This is an optimization exercise on Yosys and OpenROAD, whose aim is small area, not a production implementation.
Function was checked by simulation only, so behaviour that the tests miss may differ from the original.
Power figures rest on the tool's default switching activity, not on a simulated workload.

==> flow/design.v <==
module crtc6845 (
    input             clk,
    input             rst,
    input             ce,
    input             bus_en,
    input             bus_rs,
    input             bus_rw,
    input      [7:0]  bus_din,
    input             lpstb,
    output     [7:0]  dout,
    output            de,
    output            hsync,
    output            vsync,
    output            cursor,
    output     [13:0] ma,
    output     [4:0]  ra,
    output            frame_start,
    output            geom_evt,
    output            geom_valid,
    output            upd_valid,
    output     [13:0] upd_addr,
    output            upd_strobe
);
    localparam [2:0] UPD_DELAY = 3'd4;
    reg [7:0]  r_htotal, r_hdisp, r_hsync_pos, r_sync_width;
    reg        r_mode3, r_mode6, r_mode7;
    reg [6:0]  r_vtotal, r_vdisp, r_vsync_pos, r_cur_start;
    reg [4:0]  r_vtotal_adj, r_max_ras, r_cur_end;
    reg [13:0] r_disp_start, r_cursor_addr, r_lpen_addr, r_update_addr;
    reg [5:0]  al;
    reg [7:0]  cc;
    reg [4:0]  ra_q;
    reg [6:0]  lc;
    reg [4:0]  adj_ctr;
    reg        adj_active;
    reg [3:0]  vsw_ctr;
    reg        vs_q;
    reg        line_enable;
    reg [4:0]  blink_ctr;
    reg        cursor_state;
    reg [13:0] line_addr;
    reg        lpen_latched;
    reg        update_ready;
    reg [7:0]  deoff_rem;
    reg [7:0]  curon_rem;
    reg        cur_q;
    reg [7:0]  hson_rem;
    reg [4:0]  hsoff_rem;
    reg        lpen_p;
    reg [2:0]  updadr_rem;
    reg        written, restart_q;
    reg [7:0]  dout_q;
    reg        frame_q, upd_valid_q, upd_strobe_q;
    reg [13:0] upd_addr_q;
    wire de_q    = |deoff_rem;
    wire hs_q    = |hsoff_rem;
    wire curon_p = |curon_rem;
    wire hson_p  = |hson_rem;
    wire updadr_p = |updadr_rem;
    wire [5:0] ch = {1'b0, r_max_ras} + 6'd1;
    function [5:0] satmul;
        input [7:0] k;
        input [5:0] c;
        reg   [9:0] p;
        begin
            p = k[4:0] * c[4:0];
            if (k[7:5] != 3'd0 || (c[5] && k[4:0] != 5'd0) || p[9:5] != 5'd0)
                satmul = 6'd32;
            else
                satmul = {1'b0, p[4:0]};
        end
    endfunction
    wire [8:0] kv = {2'b0, r_vsync_pos} - {2'b0, r_vtotal} - 9'd1;
    wire [8:0] kd = {2'b0, r_vdisp} - {2'b0, r_vtotal} - 9'd1;
    wire [7:0] kv_abs = kv[8] ? (~kv[7:0] + 8'd1) : kv[7:0];
    wire [5:0] pv = satmul(kv_abs, ch);
    wire [5:0] pd = satmul(kd[7:0], ch);
    wire v_son_ok = kv[8] || (pv < {1'b0, r_vtotal_adj});
    wire v_disp_ok = kd[8] || (kd == 9'd0) || (pd <= {1'b0, r_vtotal_adj});
    wire [8:0] ht1 = {1'b0, r_htotal} + 9'd1;
    wire g_ok = (r_hdisp != 8'd0) && ({1'b0, r_hdisp} <= ht1)
             && (r_hsync_pos <= r_htotal)
             && (r_vdisp != 7'd0) && v_disp_ok && v_son_ok;
    wire [4:0] hsw_old = (r_sync_width[3:0] == 4'd0) ? 5'd16 : {1'b0, r_sync_width[3:0]};
    wire [4:0] hsw_new = (bus_din[3:0] == 4'd0) ? 5'd16 : {1'b0, bus_din[3:0]};
    wire [4:0] vsw_old = (r_sync_width[7:4] == 4'd0) ? 5'd16 : {1'b0, r_sync_width[7:4]};
    wire [4:0] vsw_new = (bus_din[7:4] == 4'd0) ? 5'd16 : {1'b0, bus_din[7:4]};
    wire [5:0] vs_lim = {1'b0, r_vtotal_adj} + pv;
    wire vs_fits_old = kv[8] ? ({1'b0, vsw_old} < vs_lim) : (({1'b0, vsw_old} + pv) < {1'b0, r_vtotal_adj});
    wire vs_fits_new = kv[8] ? ({1'b0, vsw_new} < vs_lim) : (({1'b0, vsw_new} + pv) < {1'b0, r_vtotal_adj});
    wire [9:0] dh = {2'b0, r_htotal} + 10'd1 - {2'b0, r_hsync_pos};
    wire hs_fits_old = !dh[9] && ({5'd0, hsw_old} < dh);
    wire hs_fits_new = !dh[9] && ({5'd0, hsw_new} < dh);
    wire sw_changed = ((bus_din[3:0] != r_sync_width[3:0]) && (hs_fits_old || hs_fits_new))
                   || ((bus_din[7:4] != r_sync_width[7:4]) && (vs_fits_old || vs_fits_new));
    reg field_changed;
    always @* begin
        case (al)
            6'd0:    field_changed = bus_din != r_htotal;
            6'd1:    field_changed = bus_din != r_hdisp;
            6'd2:    field_changed = bus_din != r_hsync_pos;
            6'd3:    field_changed = sw_changed;
            6'd4:    field_changed = bus_din[6:0] != r_vtotal;
            6'd5:    field_changed = bus_din[4:0] != r_vtotal_adj;
            6'd6:    field_changed = bus_din[6:0] != r_vdisp;
            6'd7:    field_changed = bus_din[6:0] != r_vsync_pos;
            6'd9:    field_changed = bus_din[4:0] != r_max_ras;
            default: field_changed = 1'b0;
        endcase
    end
    assign dout        = dout_q;
    assign de          = de_q;
    assign hsync       = hs_q;
    assign vsync       = vs_q;
    assign cursor      = cur_q;
    assign ma          = line_addr + {6'd0, cc};
    assign ra          = ra_q;
    assign frame_start = frame_q;
    assign geom_evt    = restart_q && g_ok;
    assign geom_valid  = g_ok;
    assign upd_valid   = upd_valid_q;
    assign upd_addr    = upd_addr_q;
    assign upd_strobe  = upd_strobe_q;
    wire do_bus  = !rst && bus_en;
    wire do_lp   = !rst && !bus_en && lpstb;
    wire do_clk  = !rst && !bus_en && !lpstb && ce;
    wire do_sel  = do_bus && !bus_rs && !bus_rw;
    wire do_rdst = do_bus && !bus_rs &&  bus_rw;
    wire do_wr   = do_bus &&  bus_rs && !bus_rw;
    wire do_rd   = do_bus &&  bus_rs &&  bus_rw;
    wire t_phi2  = r_mode7 && r_mode3;
    wire t_blank = !r_mode7 && r_mode3;
    wire geom_restart = do_wr && (!written || field_changed);
    reg [7:0]  n_cc;
    reg [4:0]  n_ra;
    reg [6:0]  n_lc;
    reg [4:0]  n_adj_ctr;
    reg        n_adj_active;
    reg [3:0]  n_vsw_ctr;
    reg        n_vs, n_line_enable;
    reg [4:0]  n_blink_ctr;
    reg        n_cursor_state;
    reg [13:0] n_line_addr, n_lpen_addr, n_update_addr;
    reg        n_lpen_latched, n_update_ready;
    reg        n_de, n_cur;
    reg [7:0]  n_deoff_rem, n_curon_rem, n_hson_rem;
    reg [4:0]  n_hsoff_rem;
    reg        n_lpen_p;
    reg [2:0]  n_updadr_rem;
    reg [7:0]  n_dout;
    reg        n_frame, n_upd_valid, n_upd_strobe;
    reg [13:0] n_upd_addr;
    reg        line_due, deoff_due, curon_due, hson_due, lpen_due, updadr_due;
    reg        deoff_now, curon_now, hson_now, upd_trans;
    reg [4:0]  hsw;
    reg        tu;
    reg [14:0] cd;
    reg        cv;
    always @* begin
        n_cc           = cc;
        n_ra           = ra_q;
        n_lc           = lc;
        n_adj_ctr      = adj_ctr;
        n_adj_active   = adj_active;
        n_vsw_ctr      = vsw_ctr;
        n_vs           = vs_q;
        n_line_enable  = line_enable;
        n_blink_ctr    = blink_ctr;
        n_cursor_state = cursor_state;
        n_line_addr    = line_addr;
        n_lpen_addr    = r_lpen_addr;
        n_update_addr  = r_update_addr;
        n_lpen_latched = lpen_latched;
        n_update_ready = update_ready;
        n_de           = de_q;
        n_cur          = cur_q;
        n_deoff_rem    = deoff_rem;
        n_curon_rem    = curon_rem;
        n_hson_rem     = hson_rem;
        n_hsoff_rem    = hsoff_rem;
        n_lpen_p       = lpen_p;
        n_updadr_rem   = updadr_rem;
        n_dout         = dout_q;
        n_frame        = 1'b0;
        n_upd_valid    = 1'b0;
        n_upd_strobe   = upd_strobe_q;
        n_upd_addr     = upd_addr_q;
        line_due = 1'b0; deoff_due = 1'b0; curon_due = 1'b0;
        hson_due = 1'b0; lpen_due = 1'b0; updadr_due = 1'b0;
        deoff_now = 1'b0; curon_now = 1'b0; hson_now = 1'b0; upd_trans = 1'b0;
        hsw = (r_sync_width[3:0] == 4'd0) ? 5'd16 : {1'b0, r_sync_width[3:0]};
        tu = 1'b0;
        cd = 15'd0;
        cv = 1'b0;
        if (do_rdst) begin
            n_dout = {update_ready, lpen_latched, !line_enable, 5'd0};
        end
        if (do_rd) begin
            case (al)
                6'd12:   n_dout = {2'd0, r_disp_start[13:8]};
                6'd13:   n_dout = r_disp_start[7:0];
                6'd14:   n_dout = {2'd0, r_cursor_addr[13:8]};
                6'd15:   n_dout = r_cursor_addr[7:0];
                6'd16:   begin n_dout = {2'd0, r_lpen_addr[13:8]}; n_lpen_latched = 1'b0; end
                6'd17:   begin n_dout = r_lpen_addr[7:0];          n_lpen_latched = 1'b0; end
                default: n_dout = 8'd0;
            endcase
            tu = (al == 6'd31);
        end
        if (do_wr) begin
            if (al == 6'd18) begin
                n_update_addr = {bus_din[5:0], r_update_addr[7:0]};
                if (t_phi2) upd_trans = 1'b1;
            end
            if (al == 6'd19) begin
                n_update_addr = {r_update_addr[13:8], bus_din};
                if (t_phi2) upd_trans = 1'b1;
            end
            tu = (al == 6'd31);
        end
        if (tu && r_mode3) begin
            if (t_phi2) begin
                n_update_addr = r_update_addr + 14'd1;
                upd_trans = 1'b1;
            end else if (update_ready) begin
                n_update_ready = 1'b0;
                if (!de_q) begin
                    n_updadr_rem = UPD_DELAY;
                end
            end
        end
        if (geom_restart) begin
            n_cc = 8'd0;
        end
        if (do_lp) begin
            n_lpen_p = 1'b1;
        end
        if (do_clk) begin
            n_cc = cc + 8'd1;
            line_due = (cc == r_htotal);
            if (de_q)     begin deoff_due  = (deoff_rem == 8'd1);  n_deoff_rem  = deoff_rem - 8'd1; end
            if (curon_p)  begin curon_due  = (curon_rem == 8'd1);  n_curon_rem  = curon_rem - 8'd1; end
            if (hson_p)   begin hson_due   = (hson_rem == 8'd1);   n_hson_rem   = hson_rem - 8'd1; end
            if (hs_q)     begin n_hsoff_rem = hsoff_rem - 5'd1; end
            if (updadr_p) begin updadr_due = (updadr_rem == 3'd1); n_updadr_rem = updadr_rem - 3'd1; end
            lpen_due   = lpen_p;    n_lpen_p   = 1'b0;
            if (deoff_due) begin
                n_de = 1'b0;
                if (!n_update_ready) n_updadr_rem = UPD_DELAY;
            end
            n_cur = 1'b0;
            if (curon_due) n_cur = 1'b1;
            if (hson_due)  n_hsoff_rem = hsw;
            if (line_due) begin
                n_cc = 8'd0;
                if (vs_q) begin
                    n_vsw_ctr = vsw_ctr + 4'd1;
                    if (n_vsw_ctr == r_sync_width[7:4])
                        n_vs = 1'b0;
                end
                if (ra_q == r_max_ras) begin
                    if (lc == r_vtotal) begin
                        n_adj_ctr    = 5'd0;
                        n_adj_active = 1'b1;
                    end
                    n_ra        = 5'd0;
                    n_lc        = lc + 7'd1;
                    n_line_addr = line_addr + {6'd0, r_hdisp};
                    if (n_lc == r_vdisp) n_line_enable = 1'b0;
                    if (n_lc == r_vsync_pos) begin
                        n_vsw_ctr = 4'd0;
                        n_vs      = 1'b1;
                    end
                end else begin
                    n_ra = ra_q + 5'd1;
                end
                if (n_adj_active) begin
                    if (n_adj_ctr == r_vtotal_adj) begin
                        n_adj_active  = 1'b0;
                        n_ra          = 5'd0;
                        n_lc          = 7'd0;
                        n_line_addr   = r_disp_start;
                        n_line_enable = 1'b1;
                        if (r_vdisp == 7'd0) n_line_enable = 1'b0;
                        if (r_vsync_pos == 7'd0) begin
                            n_vsw_ctr = 4'd0;
                            n_vs      = 1'b1;
                        end
                        n_blink_ctr = blink_ctr + 5'd1;
                        case (r_cur_start[6:5])
                            2'd0: n_cursor_state = 1'b1;
                            2'd1: n_cursor_state = 1'b0;
                            2'd2: if (blink_ctr[3:0] == 4'hF) n_cursor_state = !cursor_state;
                            2'd3: if (blink_ctr[4:0] == 5'h1F) n_cursor_state = !cursor_state;
                        endcase
                        n_frame = 1'b1;
                    end else begin
                        n_adj_ctr = n_adj_ctr + 5'd1;
                    end
                end
                if (n_line_enable) begin
                    if (r_hdisp == 8'd0) begin
                        n_deoff_rem = 8'd0;
                        deoff_now   = 1'b1;
                    end else begin
                        n_deoff_rem = r_hdisp;
                    end
                    cd = {1'b0, r_cursor_addr} - {1'b0, n_line_addr};
                    cv = n_cursor_state && !cd[14] && (cd[13:8] == 6'd0) && (cd[7:0] < r_hdisp)
                      && (r_cur_start[4:0] <= r_max_ras) && (r_cur_start[4:0] <= r_cur_end)
                      && ((r_cur_end > r_max_ras) || (r_cur_start[4:0] <= n_ra && n_ra <= r_cur_end));
                    if (cv) begin
                        if (cd[7:0] == 8'd0) begin
                            n_curon_rem = 8'd0;
                            curon_now   = 1'b1;
                        end else begin
                            n_curon_rem = cd[7:0];
                        end
                    end
                end else begin
                    n_deoff_rem = 8'd0;
                end
                if (r_hsync_pos == 8'd0) begin
                    n_hson_rem = 8'd0;
                    hson_now   = 1'b1;
                end else begin
                    n_hson_rem = r_hsync_pos;
                end
                if (n_de != n_line_enable) begin
                    n_de = n_line_enable;
                    if (n_line_enable) begin
                        n_updadr_rem = 3'd0;
                        updadr_due   = 1'b0;
                    end else if (!n_update_ready) begin
                        n_updadr_rem = UPD_DELAY;
                    end
                end
            end
            if (lpen_due) begin
                n_lpen_addr    = n_line_addr + {6'd0, n_cc};
                n_lpen_latched = 1'b1;
            end
            if (updadr_due) upd_trans = 1'b1;
            if (deoff_now) begin
                n_de = 1'b0;
                if (!n_update_ready) n_updadr_rem = UPD_DELAY;
            end
            if (curon_now) n_cur = 1'b1;
            if (hson_now)  n_hsoff_rem = hsw;
        end
        if (upd_trans) begin
            n_upd_valid  = 1'b1;
            n_upd_addr   = n_update_addr;
            n_upd_strobe = r_mode6;
            if (!n_update_ready && t_blank) begin
                n_update_addr  = n_update_addr + 14'd1;
                n_update_ready = 1'b1;
            end
        end
    end
    always @(posedge clk) begin
        if (rst) begin
            r_htotal <= 8'd0;  r_hdisp <= 8'd0;  r_hsync_pos <= 8'd0;  r_sync_width <= 8'd0;
            r_vtotal <= 7'd0;  r_vtotal_adj <= 5'd0;  r_vdisp <= 7'd0;  r_vsync_pos <= 7'd0;
            r_mode3 <= 1'b0;  r_mode6 <= 1'b0;  r_mode7 <= 1'b0;
            r_max_ras <= 5'd0;  r_cur_start <= 7'd0;  r_cur_end <= 5'd0;
            r_disp_start <= 14'd0;  r_cursor_addr <= 14'd0;  r_lpen_addr <= 14'd0;  r_update_addr <= 14'd0;
            al <= 6'd0;
            cc <= 8'd0;  ra_q <= 5'd0;  lc <= 7'd0;  adj_ctr <= 5'd0;  adj_active <= 1'b0;
            vsw_ctr <= 4'd0;  vs_q <= 1'b0;  line_enable <= 1'b0;  blink_ctr <= 5'd0;
            cursor_state <= 1'b0;  line_addr <= 14'd0;  lpen_latched <= 1'b0;  update_ready <= 1'b1;
            cur_q <= 1'b0;
            deoff_rem <= 8'd0;  curon_rem <= 8'd0;  hson_rem <= 8'd0;  hsoff_rem <= 5'd0;
            lpen_p <= 1'b0;  updadr_rem <= 3'd0;
            written <= 1'b0;  restart_q <= 1'b0;
            dout_q <= 8'd0;  frame_q <= 1'b0;
            upd_valid_q <= 1'b0;  upd_addr_q <= 14'd0;  upd_strobe_q <= 1'b0;
        end else begin
            if (do_sel) al <= bus_din[5:0];
            if (do_wr) begin
                written <= 1'b1;
                case (al)
                    6'd0:  r_htotal      <= bus_din;
                    6'd1:  r_hdisp       <= bus_din;
                    6'd2:  r_hsync_pos   <= bus_din;
                    6'd3:  r_sync_width  <= bus_din;
                    6'd4:  r_vtotal      <= bus_din[6:0];
                    6'd5:  r_vtotal_adj  <= bus_din[4:0];
                    6'd6:  r_vdisp       <= bus_din[6:0];
                    6'd7:  r_vsync_pos   <= bus_din[6:0];
                    6'd8:  begin r_mode3 <= bus_din[3]; r_mode6 <= bus_din[6]; r_mode7 <= bus_din[7]; end
                    6'd9:  r_max_ras     <= bus_din[4:0];
                    6'd10: r_cur_start   <= bus_din[6:0];
                    6'd11: r_cur_end     <= bus_din[4:0];
                    6'd12: r_disp_start[13:8]  <= bus_din[5:0];
                    6'd13: r_disp_start[7:0]   <= bus_din;
                    6'd14: r_cursor_addr[13:8] <= bus_din[5:0];
                    6'd15: r_cursor_addr[7:0]  <= bus_din;
                    default: ;
                endcase
            end
            r_lpen_addr <= n_lpen_addr;  r_update_addr <= n_update_addr;
            restart_q <= geom_restart;
            cc <= n_cc;  ra_q <= n_ra;  lc <= n_lc;  adj_ctr <= n_adj_ctr;  adj_active <= n_adj_active;
            vsw_ctr <= n_vsw_ctr;  vs_q <= n_vs;  line_enable <= n_line_enable;
            blink_ctr <= n_blink_ctr;  cursor_state <= n_cursor_state;  line_addr <= n_line_addr;
            lpen_latched <= n_lpen_latched;  update_ready <= n_update_ready;
            cur_q <= n_cur;
            deoff_rem <= n_de ? n_deoff_rem : 8'd0;
            curon_rem <= n_curon_rem;  hson_rem <= n_hson_rem;  hsoff_rem <= n_hsoff_rem;
            lpen_p <= n_lpen_p;  updadr_rem <= n_updadr_rem;
            dout_q <= n_dout;  frame_q <= n_frame;
            upd_valid_q <= n_upd_valid;  upd_addr_q <= n_upd_addr;  upd_strobe_q <= n_upd_strobe;
        end
    end
endmodule
==> flow/run.sh <==
#!/bin/bash
# synth_recipe.tcl (not shown) runs the flow's synth.tcl, then flattens the netlist and writes it again
# the make line also repeats each setting of config.mk as NAME=value (left out here)
make -C /OpenROAD-flow-scripts/flow DESIGN_CONFIG=/design/flow/config.mk WORK_HOME=/design/flow/orfs CLKGATE_MAP_FILE= SYNTH_SCRIPT=/design/flow/synth_recipe.tcl finish
==> flow/config.mk <==
export PLATFORM = sky130hd
export DESIGN_NAME = crtc6845
export DESIGN_NICKNAME = crtc6845
export VERILOG_FILES = /design/flow/design.v
export SDC_FILE = /design/flow/constraint.sdc
export NUM_CORES = 4
export LEC_CHECK = 0
export CAP_MARGIN = 20
export CORE_MARGIN = 2
export CORE_UTILIZATION = 40
export PLACE_DENSITY = 0.6
export SLEW_MARGIN = 20
==> flow/constraint.sdc <==
create_clock -name core_clock -period 15.0 [get_ports {clk}]
set_input_delay 3.0000 -clock core_clock [delete_from_list [all_inputs] [get_ports {clk}]]
set_output_delay 3.0000 -clock core_clock [all_outputs]
set_load 0.01 [all_outputs]
==> results.cfg <==
[sta]
hold-worst-slack_ns = 0.456
tightest_slew_ns = 1.05
tns_ns = 0
skew_ns = 0.0272
slew_headroom = 0.298
setup_viol = 0
min_period_ns = 12.69
finalCritPeriodShare = 0.846
slew_violations = 0
max_freq_mhz = 78.8
grt_setup_unrepaired = no
hold_viol = 0

[routing]
wl_per_cell_microns = 18.7
drc = 0
antenna_left = 0
drtPass1Iterations = 6
vias_per_cell = 5.69
dr.first_iter.drc_count = 1397
totalWireLength_mm = 63.8
vias = 19400

[run]
maxCapViolations = 0

[power_and_ir_drop]
p_clk_frac = 0.459
seqPwrFrac = 0.416
peakVddDrop_v = 0.0000836
p_leak_nw = 9.46
combPwrFrac = 0.125
power.total_mw = 1.66
power_density_nw_per_um2 = 70.5
p_int_mw = 1.20
p_sw_uw = 455
switching_share = 0.275

[clock_tree]
root_buffer = clkbuf_16
clock_sinks = 255
cts_tree = done
cts_setup_buffers = 0
htree_levels = 1
cts_hold_buf = 0
clk_path_buf_depth = 3
cts_buffers = 30
clock_latency_ns = 0.59
post_cts_resized = 0
clk_pin_slew_ns = 0.06

[critical_path]
crit_arrival_ns = 9.69
path_max_fanout = 20
max_stage_delay_ns = 0.55
crit_path_end_kind = output port
worstSetupPathType = register to output port
cp.required_ns = 12.00
slowest_stage = fa_1
startpoint_type = register

[global_routing]
grt_pass1_vias = 18600
grt_max_degree = 81
globalRouteMet2Util = 0.386
gr-usage-all-layers = 0.230
grt_util_met1 = 0.303
gr-max-usage-layer = met2
grt_pass1_wl_mm = 101
grt_antenna_before_repair = 0
grt_use_met3 = 0.0276
overflow = 0

[place]
dp_hpwl_mm = 47.6
port_buffers = 64
place.gp.congestion = 0.909

[logic_synthesis]
syn_avg_cell_area_sq_um = 7.81
seq_area_frac_synth = 0.240
synth_cell_type_count = 89
synth_edf_count = 0
ys.flop_type = dfxtp_1
yosys_warnings = 1
synth_area_sq_um = 21200
synth_nets = 2986
syn_inst = 2720
synthArstFlopShare = 0
yosys_register_bits = 255

[floorplan]
start_util = 0.404
fp.dieH_microns = 234
die_area_sq_um = 55000
std_cell_rows = 84
die_w_microns = 234
coreArea_sq_um = 52600
ioPinCount = 65

[cells_and_area]
drive_gt1_frac = 0.0491
final_cell_mix = nor2_1, nand2_1, dfxtp_1
post-route-util = 0.447
layout_commonest_cell = nor2_1
num_antenna_cells = 0
fin_nets = 2971
area_growth_pct = 10.6

[run_status]
status = timing/DRC/antenna clean

[min_path]
hold_path_class = register to register
## per-stage QoR
step / instances / area, sq um / setup slack (ns)
after CTS: 3417 / 23500 / 2.25
after global placement: 3361 / 22500 / 2.97
after detailed placement: 3361 / 22500 / 2.91
after floorplan: 2720 / 21200 / 3.95
final: 3417 / 23500 / 2.31
after global routing: 3417 / 23500 / 1.59
## critical path: cells and delay by family, from the launching register on
family          cells  cell delay (ns)
compound gates     10             2.33
xor+xnor            1             0.18
fa+ha+maj           8             3.14
buf+inv             5             0.97
flops               1             0.43
mux                 2             0.40
simple gates        9             1.64
## final timing paths
check                      start             to  slack [ns]  cells after the start
hold / removal     updadr_rem[1]  updadr_rem[1]        0.46                      2
hold reg to reg    updadr_rem[1]  updadr_rem[1]        0.46                      2
setup / recovery  r_vsync_pos[0]       geom_evt        2.31                     35
setup reg to reg  r_vsync_pos[0]      restart_q        5.13                     38
## synthesized netlist by cell type, types with 41 or more instances
cell type | number | area (sq um)
a21oi_1 | 224 | 1120
clkbuf_1 | 121 | 454
dfxtp_1 | 255 | 5100
ha_1 | 224 | 2800
inv_1 | 172 | 646
mux2i_1 | 113 | 1130
nand2_1 | 255 | 957
nand3_1 | 129 | 646
nor2_1 | 293 | 1100
nor2b_1 | 41 | 257
nor3_1 | 51 | 255
o21ai_0 | 126 | 631
xnor2_1 | 120 | 1050
xor2_1 | 78 | 683
## sequential cells by signal, summed over array words and instances, names as in the netlist, 14 cells and up
name	count
upd_addr_q	14
r_update_addr	14
r_cursor_addr	14
r_lpen_addr	14
line_addr	14
r_disp_start	14
## kinds of logic after synthesis
logic type,after synthesis,synth area share
mux,132,0.0662
buf+inv,319,0.0575
compound gates,591,0.176
simple gates,968,0.217
flops,255,0.240
xor+xnor,200,0.0839
fa+ha+maj,255,0.159
## metal layers
layer	wire length (microns)	vias up	share of wire
met2	29900	500	0.47
met4	2320	0	0.036
met5	0	-	0
li1	-	9505	-
met3	3280	124	0.051
met1	28300	9311	0.44
## power by group through the flow
stage          logic (mW)  registers [mW]  clock network, mW
5_1_grt             0.227           0.689              0.799
6_report            0.207           0.689              0.760
4_1_cts             0.205           0.689              0.777
3_3_place_gp        0.200           0.704                  0
3_5_place_dp        0.204           0.704                  0
2_1_floorplan       0.145           0.701                  0
## final cells by class
cell class / instances / area, sq um
clock inverters: 14 / 144
well taps: 688 / 861
clock buffers: 42 / 877
inverters: 172 / 646
repair buffers: 100 / 912
multi-input cells: 2146 / 14900
fillers: 5199 / 29100
flip-flops and latches: 255 / 5100

-- static timing again, ports no longer ideal --
In the flow no input, the clock included, has a driving cell. The finished layout below was timed again as built, in two steps.
Step 1 assumes that a clkbuf_16 drives the clock port and a buf_2 every other input.
Step 2 moves the port delays by t, midway between the first and last clock arrival at a register: inputs arrive t later, outputs are due t later. That takes back most of the time a late clock gives input paths.
a / b / c = ideal / step 1 / step 2; a / b = the first two.
t (ns): 0.637
setup slack, ns: 2.314 / 2.258 / 2.895
hold slack, ns: 0.456 / 0.456 / 0.456
worst setup path after step 2: register to output
worst register clock-pin slew, ns: 0.07 / 0.07
After both steps setup and hold are still met in this run. The setup slack of this run moves by -0.056 ns with the drivers and by +0.581 ns with both steps.
